This is an optimization exercise on Yosys and OpenROAD, whose aim is small area, a short achievable clock period and few clock cycles, not a production implementation. The RTL was checked by simulation tests, not by an equivalence proof against the original design. Power is estimated from default activity; no workload was simulated.

==> flow/design.v (outline; a module is shown in full before it is edited, if it fits) <==
// module tpb_codec: 809 lines
// module tpb_fmt: 20 lines
// module tpb_opd: 40 lines
// module tpb_legal: 30 lines
// module tpb_dec: 34 lines
// module tpb_resmux: 35 lines
// module tpb_rsp: 47 lines
// module tpb_ctl: 36 lines
// module tpb_pw: 32 lines
module tpb_codec (
    input  wire        clk,
    input  wire        rst,         
    input  wire        cmd_valid,
    output wire        cmd_ready,
    input  wire [31:0] cmd_word,
    input  wire [63:0] cmd_opd,
    input  wire [15:0] cmd_flen,
    input  wire        frm_valid,
    output wire        frm_ready,
    input  wire [7:0]  frm_data,
    output wire        rsp_valid,
    output wire [7:0]  rsp_status,
    output wire [63:0] rsp_res
);
  // ...
==> flow/flow/run.sh <==
#!/bin/bash
# Layout flow: the standard flow (standard.sh, ORFS) with two settings
# that ORFS reads from the environment:
#  - BUFFER_PORTS_ARGS: the port buffers are sky130_fd_sc_hd__buf_2 cells
#    (every input and output port still gets its own buffer);
#  - CTS_ARGS: the clock tree is built as the standard flow builds it, but
#    without dummy load cells.
# The clock period, the SDC and every other step are the standard flow's.
set -euo pipefail
export BUFFER_PORTS_ARGS="-buffer_cell sky130_fd_sc_hd__buf_2"
export CTS_ARGS="-sink_clustering_enable -repair_clock_nets -dont_use_dummy_load -sink_clustering_size 30 -sink_clustering_max_diameter 75 -buf_list sky130_fd_sc_hd__clkbuf_16"
bash standard.sh > standard.log 2>&1
==> flow/standard.sh <==
#!/bin/bash
# synth_recipe.tcl (not shown) runs the flow's synth.tcl, then flattens the netlist and writes it again
# the make line also repeats each setting of config.mk as NAME=value (left out here)
make -C /OpenROAD-flow-scripts/flow DESIGN_CONFIG=/design/flow/config.mk WORK_HOME=/design/flow/orfs CLKGATE_MAP_FILE= SYNTH_SCRIPT=/design/flow/synth_recipe.tcl "${@:-finish}"
==> flow/config.mk <==
export PLATFORM = sky130hd
export DESIGN_NAME = tpb_codec
export DESIGN_NICKNAME = tpb_codec
export VERILOG_FILES = /design/flow/design.v
export SDC_FILE = /design/flow/constraint.sdc
export NUM_CORES = 8
export LEC_CHECK = 0
export ABC_AREA = 1
export CAP_MARGIN = 20
export CORE_MARGIN = 2
export CORE_UTILIZATION = 40
export CTS_BUF_LIST = sky130_fd_sc_hd__clkbuf_16
export CTS_CLUSTER_DIAMETER = 75
export CTS_CLUSTER_SIZE = 30
export PLACE_DENSITY = 0.8
export SLEW_MARGIN = 20
export SYNTH_HIERARCHICAL = 1
==> flow/constraint.sdc <==
create_clock -name core_clock -period 70.0 [get_ports {clk}]
set_input_delay 14.0000 -clock core_clock [delete_from_list [all_inputs] [get_ports {clk}]]
set_output_delay 14.0000 -clock core_clock [all_outputs]
set_load 0.01 [all_outputs]
==> run summary, run 1 <==
- Status: finished clean
- Die area: 130000 µm²
- Register share of total power: 60.3%
- Met3 Usage GRT: 3.11%
- Initial antenna violation count: 9
- Multi-input gate share of total cell area: 24.2%
- Max VDD drop: 0.0000185 V
- PnR worst setup slack: 54440 ps
- Highest metal used: met5
- Critical path arrival: 1560 ps
- Syn avg cell area: 10.6 µm²
- Wire length on met1: 52200 µm
- Combinational power: 0.000202 W
- DRC: 0
- Max reg flops: 1408
- Power Clock: 0.000456 W
- Placed inst area: 53200 µm²
- Die X: 360 µm
- N_taps: 1650
- First-pass GRT wire length: 179000 µm
- DR WL met3: 7190 µm
- DR WL/cell: 18.0 µm
- Hold crit path type: reg -> reg
- NetSw: 0.000416 W
- Buf/Inv on CP: 1
- Warnings from Yosys: 13
- Buffer share of cell area: 1.82%
- Gr ovfl total: 0
- Detailed Routing Iterations Pass 1: 6
- Clk Latency, worst-skew pair: 650 ps
- Kind of critical path: reg -> out
- Fmax: 64.3 MHz
- IO Pins: 199
- Layout cells sized above 1: 9.78%
- Vert. Die Dim: 360 µm
- Area Overhead vs Synth: 8.47%
- Headroom to the max-slew limit: 23.4%
- Port bufs: 172
- TritonCTS clock tree: done
- Reg2Reg Depth: 55
- Crit-path cells: buf_2
Testbench counts, summed over its fixed seeds: cycles 41,912.
==> run 2: changes to the inputs <==
--- a/flow/config.mk
+++ b/flow/config.mk
@@ -12,6 +12,5 @@
 export CTS_BUF_LIST = sky130_fd_sc_hd__clkbuf_16
 export CTS_CLUSTER_DIAMETER = 75
 export CTS_CLUSTER_SIZE = 30
-export PLACE_DENSITY = 0.8
 export SLEW_MARGIN = 20
 export SYNTH_HIERARCHICAL = 1
==> run summary, run 2 <==
- Status: finished clean
- P_leak: 23.7 nW
- CP max stage cell: dfxtp_1
- DRT antenna net count: 0
- DR iter-0 viols: 2144
- Clk Latency, worst-skew pair: 700 ps (+50 ps)
- Final cell count without fillers: 6620
- Setup tns final: 0 ps
- Initial Util: 40.3%
- Fin nets: 5236
- Critical path arrival: 1550 ps (about the same)
- Number of post-CTS setup repair buffers: 0
- Hold Startpoint: ring[22][2]$_DFF_P_
- Hold buffer count at CTS: 0
- Pin count of the biggest net entering global routing: 67
- Headroom to the max-slew limit: 16.0% (-7.3 points)
- Worst Tran Pin Value: 1250 ps
- CP required: 56000 ps
- Crit-path cells: buf_2
- Dominant delay contributor by cell family on the critical path: flip-flops
- Worst-path clk slew: 100 ps
- DR WL/cell: 17.4 µm (-2.9%)
- Initial antenna violation count: 6 (-3)
- Met3 Usage GRT: 2.59% (-0.52 points)
- Critical path's largest stage delay: 620 ps
- PnR worst setup slack: 54450 ps (+14.8 ps)
- Syn avg cell area: 10.6 µm² (unchanged)
- Via Count: 30300
- Buf/Inv on CP: 1 (unchanged)
- Fill cells: 11900
- Hold endpoint: ring[21][2]$_DFF_P_
- Post-route clock skew: 119 ps
- Crit path launch type: flip-flop
- GRT busiest layer: met2
- Max-cap violations: 0
- WL final: 115000 µm
- Number of CTS-inserted buffers: 80
- Area Overhead vs Synth: 9.07%
- Hold crit path type: reg -> reg
- Detailed Routing Iterations Pass 1: 5 (-1)
- Fmax: 64.3 MHz (about the same)
- Reg2Reg Depth: 56 (+1.8%)
- Vert. Die Dim: 360 µm (unchanged)
- Reg with most FFs: ring
- Placed inst area: 53300 µm² (+0.14%)
- Root buf cell: clkbuf_16
- Core Region: 126000 µm²
- Pwr Density: 30.4 nW/µm²
- Gr usage total: 17.5%
- Placed insts: 6534
- Max VDD drop: 0.0000200 V (+7.6%)
- CTS resizes: 0
- R2R Setup Slk: 56760 ps
- First-pass GRT wire length: 173000 µm (-3.4%)
- Gp weighted congestion: 0.996
- Commonest cells after routing, fill and taps aside: dfxtp_1, nand2_1, inv_1
- H-tree level count: 3
- Fin. Hold Viols: 0
- Worst r2r dst: rr_q[41]$_DFF_P_
- TritonCTS clock tree: done
- Port bufs: 172 (unchanged)
- Post-Syn Instances: 4783
- Final Setup Violations: 0
- Fin area: 55300 µm²
- Clock buffer depth: 3
- DRC: 0 (unchanged)
- Design Power: 0.00168 W
- # rows: 130
- Most common cell after layout, fill and taps aside: dfxtp_1
- Regs by FF count: ring (1408), p (96), xq (66)
- Pre-CTS setup slack: 54180 ps
- Vias/cell: 4.57
- Warnings from Yosys: 13 (unchanged)
- Final min period: 15550 ps
- Grt met2 use: 27.9%
- Hpwl dp: 84800 µm
- Max reg flops: 1408 (unchanged)
- Max-slew violations: 0
- IO Pins: 199 (unchanged)
- CP Max Fanout: 1
- Die area: 130000 µm² (unchanged)
- Vias in the first global route: 28800
- Met1 usage in global routing: 23.8%
- Tcrit/Tclk final: 22.2%
- Synthesized area: 50700 µm²
- RSZ-0062 raised after global routing: no
- Gr ovfl total: 0 (unchanged)
- Worst reg2reg startpoint: p[10][7]$_DFFE_PP_
- Layout cells sized above 1: 10.1% (+0.27 points)
- Die X: 360 µm (unchanged)
- CTS sink count: 1695
- Kind of critical path: reg -> out
- CP Capture Type: output pin
- Worst hold path cell count: 0
## run 2: area by class of cell
cell class,count,area (µm²),area share [%]
Antenna cell,6,15.0,0.0271
Clock buffer,80,2000,3.62
Inverter,518,1950,3.52
Multi-Input combinational cell,2474,13300,24.1
Sequential cell,1695,34900,63.1
Tap cell,1650,2060,3.73
Timing Repair Buffer,197,1070,1.93
## run 2: layer usage
layer	vias up	share of wire [%]	routed length, µm
met5	-	0.014	16
met4	2	4.1	4730
met3	208	4.5	5200
met2	653	45	51800
met1	14200	46	53600
li1	15200	-	-
## run 2: how the worst max path moves through the flow
stage | start | endpoint | slack, ps | cells past startpoint
floorplan | cmd_word[30] | rv_q$_SDFF_PP0_ | 54840 | 14
global placement | cmd_word[30] | rv_q$_SDFF_PP0_ | 54240 | 15
detailed placement | cmd_word[5] | rr_q[2]$_DFF_P_ | 54180 | 11
CTS | rr_q[0]$_DFF_P_ | rsp_res[0] | 54470 | 1
global route | rr_q[1]$_DFF_P_ | rsp_res[1] | 54470 | 1
finish | rr_q[0]$_DFF_P_ | rsp_res[0] | 54450 | 1
## run 2: per-stage QoR
step | hold slack, ps | util, %
floorplan | 310 | -
global placement | 309 | 42.4
detailed placement | 312 | 42.4
CTS | 247 | 44.0
global route | 244 | 44.0
finish | 246 | 44.0
## run 2: report_power, final
group          total (W)  switching [W]  internal (W)
Combinational   0.000201       0.000132     0.0000689
Sequential      0.000999      0.0000135      0.000986
Clock           0.000483       0.000278      0.000204
Total            0.00168       0.000424       0.00126
==> run 3: changes to the inputs <==
==> flow/flow/run.sh (replaced) <==
#!/bin/bash
# Layout flow: the standard flow (standard.sh, ORFS) with settings that
# ORFS reads from the environment:
#  - BUFFER_PORTS_ARGS: the port buffers are sky130_fd_sc_hd__buf_2 cells
#    (every input and output port still gets its own buffer);
#  - CTS_ARGS: the clock tree uses clkbuf_16 and the sink clustering of
#    config.mk's CTS_* settings, without dummy load cells;
#  - PRE_DETAIL_PLACE_TCL: flow/outflops.tcl gives the flip-flops that drive
#    the output port buffers a stronger drive (dfxtp_4).
# The clock period, the SDC and every other step are the standard flow's.
set -euo pipefail
here=$(pwd)
export BUFFER_PORTS_ARGS="-buffer_cell sky130_fd_sc_hd__buf_2"
export CTS_ARGS="-sink_clustering_enable -repair_clock_nets -dont_use_dummy_load -sink_clustering_size 30 -sink_clustering_max_diameter 75 -buf_list sky130_fd_sc_hd__clkbuf_16"
export PRE_DETAIL_PLACE_TCL="$here/flow/outflops.tcl"
bash standard.sh > standard.log 2>&1
==> flow/flow/outflops.tcl (new file) <==
# Upsize the flip-flops that drive the output ports (through their port
# buffers) from dfxtp_1 to dfxtp_4: the same registers and cell type, a
# stronger drive for the wire to the port buffer. Run before detailed
# placement, which then legalizes the wider cells.
set block [ord::get_db_block]
set db [ord::get_db]
set m4 [$db findMaster sky130_fd_sc_hd__dfxtp_4]
set n 0
foreach bterm [$block getBTerms] {
  if {[$bterm getIoType] != "OUTPUT"} { continue }
  set net [$bterm getNet]
  if {$net == "NULL"} { continue }
  foreach it [$net getITerms] {
    if {![$it isOutputSignal]} { continue }
    set buf [$it getInst]
    set a [$buf findITerm A]
    if {$a == "NULL"} { continue }
    set n2 [$a getNet]
    if {$n2 == "NULL"} { continue }
    foreach it2 [$n2 getITerms] {
      if {![$it2 isOutputSignal]} { continue }
      set drv [$it2 getInst]
      if {[[$drv getMaster] getName] == "sky130_fd_sc_hd__dfxtp_1"} {
        $drv swapMaster $m4
        incr n
      }
    }
  }
}
puts "outflops.tcl: upsized $n output flip-flops to dfxtp_4"
--- a/flow/config.mk
+++ b/flow/config.mk
@@ -12,5 +12,6 @@
 export CTS_BUF_LIST = sky130_fd_sc_hd__clkbuf_16
 export CTS_CLUSTER_DIAMETER = 75
 export CTS_CLUSTER_SIZE = 30
+export PLACE_DENSITY = 0.8
 export SLEW_MARGIN = 20
 export SYNTH_HIERARCHICAL = 1
==> run summary, run 3 <==
- P_leak: 23.6 nW (-0.51%)
- Clock buffer depth: 3 (unchanged)
- RSZ-0062 raised after global routing: no
- Syn avg cell area: 10.6 µm² (unchanged)
- Reg2Reg Depth: 55 (-1.8%)
- Status: finished clean
- Crit-path cells: buf_2
- Final Setup Violations: 0 (unchanged)
- Register share of total power: 60.4% (+1.0 points)
- Multi-input gate area: 13300 µm² (about the same)
- Gr usage total: 18.0% (+0.48 points)
- Fin. Hold Viols: 0 (unchanged)
- Core Region: 126000 µm² (unchanged)
- DR WL/cell: 18.0 µm (+3.5%)
- CP Max Fanout: 2 (+1)
- Crit path launch type: flip-flop
- Die area: 130000 µm² (unchanged)
- Initial antenna violation count: 8 (+2)
- Clk Latency, worst-skew pair: 640 ps (-60 ps)
- Dominant delay contributor by cell family on the critical path: flip-flops
- Layout cells sized above 1: 10.7% (+0.70 points)
- Port bufs: 172 (unchanged)
- Die X: 360 µm (unchanged)
- Setup tns final: 0 ps (unchanged)
- Commonest cells after routing, fill and taps aside: dfxtp_1, nand2_1, inv_1
- Number of post-CTS setup repair buffers: 0 (unchanged)
- Min Hold Slack: 294 ps (+48.2 ps)
- CP required: 56000 ps (about the same)
- Number of CTS-inserted buffers: 70 (-13%)
- Max reg flops: 1408 (unchanged)
- Area Overhead vs Synth: 8.79%
- H-tree level count: 3 (unchanged)
- Via Count: 31200 (+3.1%)
- Max VDD drop: 0.0000191 V (-4.4%)
- DRT antenna net count: 0 (unchanged)
- Vias in the first global route: 30500 (+5.7%)
- Kind of critical path: reg -> out
- Final min period: 15250 ps (-297 ps)
- Warnings from Yosys: 13 (unchanged)
- Fmax: 65.6 MHz (+1.9%)
- Max-cap violations: 0 (unchanged)
- DRC: 0 (unchanged)
- Critical path's largest stage delay: 450 ps (-170 ps)
- Hold crit path type: reg -> reg
- CP max stage cell: dfxtp_4
- First-pass GRT wire length: 180000 µm (+4.1%)
- Buf/Inv on CP: 1 (unchanged)
- Most common cell after layout, fill and taps aside: dfxtp_1
- Vias/cell: 4.73 (+3.4%)
- CTS sink count: 1695 (unchanged)
- Root buf cell: clkbuf_16
- Switching share of power: 25.1% (-0.078 points)
- Vert. Die Dim: 360 µm (unchanged)
- Synthesized area: 50700 µm² (unchanged)
- Max-slew violations: 0 (unchanged)
- Post-route clock skew: 58.8 ps (-60.5 ps)
- Pwr Density: 30.0 nW/µm² (-1.6%)
- IO Pins: 199 (unchanged)
- Post-Syn Instances: 4783 (unchanged)
- DR iter-0 viols: 2482 (+16%)
- Worst Tran Pin Value: 1210 ps (-49.3 ps)
- Regs by FF count: ring (1408), p (96), xq (66)
- Fin nets: 5221 (-0.29%)
- Clock power share: 27.4% (-1.3 points)
- Comb pwr share: 12.3% (+0.3 points)
- Hpwl dp: 86200 µm (+1.7%)
- TritonCTS clock tree: done
- Gp weighted congestion: 0.955 (-4.2%)
- Worst hold path cell count: 0 (unchanged)
- Internal power: 0.00124 W (-1.7%)
- Hold buffer count at CTS: 0 (unchanged)
- Critical path arrival: 1250 ps (-300 ps)
- Initial Util: 40.3% (unchanged)
- Worst-path clk slew: 100 ps (about the same)
- NetSw: 0.000415 W (-2.1%)
- CTS resizes: 0 (unchanged)
- Detailed Routing Iterations Pass 1: 6 (+1)
- Register area: 35100 µm² (+0.53%)
- # rows: 130 (unchanged)
- WL final: 119000 µm (+3.2%)
- CP Capture Type: output pin
- Tcrit/Tclk final: 21.8% (-0.42 points)
- Headroom to the max-slew limit: 19.3% (+3.3 points)
- Fill cells: 11400 (-4.3%)
- Pin count of the biggest net entering global routing: 66 (-1.5%)
- Reg with most FFs: ring
- Gr ovfl total: 0 (unchanged)
- CP Depth: 1 (unchanged)
run 3: path summary, 6_finish.rpt:
kind	start	slack, ps	endpoint
worst max-delay path	rr_q[1]$_DFF_P_	54750	rsp_res[1]
worst min-delay path	ring[17][6]$_DFF_P_	290	ring[16][6]$_DFF_P_
worst max register to register	p[10][7]$_DFFE_PP_	56530	rr_q[41]$_DFF_P_
worst min register to register	ring[17][6]$_DFF_P_	290	ring[16][6]$_DFF_P_
run 3: area by class of cell:
class / instances / share of cell area, %
multi-input cells: 2474 / 24.2
flip-flops and latches: 1695 / 63.5
repair buffers: 192 / 1.83
inverters: 518 / 3.53
diodes: 1 / 0.00454
clock buffers: 70 / 3.18
well taps: 1650 / 3.74
run 3: stage by stage:
stage | cells | worst slack [ps] | power, W | util (%) | instance area (µm²)
2_1_floorplan | 4808 | 54840 | 0.00115 | - | 50800
3_3_place_gp | 6528 | 54220 | 0.00122 | 42.3 | 53200
3_5_place_dp | 6528 | 54230 | 0.00122 | 42.5 | 53400
4_1_cts | 6598 | 54730 | 0.00166 | 43.9 | 55200
5_1_grt | 6600 | 54670 | 0.00172 | 43.9 | 55200
6_report | 6600 | 54750 | 0.00165 | 43.9 | 55200
run 3: routing by layer:
layer	track usage [%]	vias up	wire length, µm
met2	29.9	941	55200
met1	24.1	14800	52900
met5	0	-	33
li1	-	15200	-
met4	5.95	4	4180
met3	2.68	222	6750
run 3: power by group through the flow:
| stage | Combinational (W) | Clock, W | Sequential [W] |
|---|---|---|---|
| after floorplan | 0.000137 | 0 | 0.00101 |
| after global placement | 0.000198 | 0 | 0.00102 |
| after detailed placement | 0.000200 | 0 | 0.00102 |
| after CTS | 0.000203 | 0.000459 | 0.000997 |
| after global routing | 0.000230 | 0.000493 | 0.000998 |
| final | 0.000203 | 0.000452 | 0.000997 |

==> separate check: timing with driven ports <==
Ports are ideal in the flow. The routed layouts listed here were re-timed in OpenROAD.
Step 1 sets driving cells, clkbuf_16 on the clock port and buf_2 on the other inputs (assumed; they add their load-dependent delay and slew).
Step 2 also shifts input and output timing later by t, the mid clock arrival at the registers, as if the neighbouring blocks saw the same clock.
Three values: ideal ports, drivers, drivers and shift; two values: the first two.
| run | t (ns) | setup slack, ns | worst setup path at the end | worst register clock-pin slew, ns | pins driven straight from the clock port |
|---|---|---|---|---|---|
| run 1 | 0.682 | 54.439 / 54.375 / 54.239 | input to register | 0.11 / 0.11 | 1 |
| run 2 | 0.733 | 54.454 / 54.376 / 54.190 | input to register | 0.11 / 0.11 | 1 |
| run 3 | 0.684 | 54.751 / 54.682 / 54.220 | input to register | 0.12 / 0.12 | 1 |
After both steps every run listed still meets setup and hold. For run 3, which loses most, drivers alone change the setup slack by -0.069 ns; drivers and shift together by -0.531 ns.
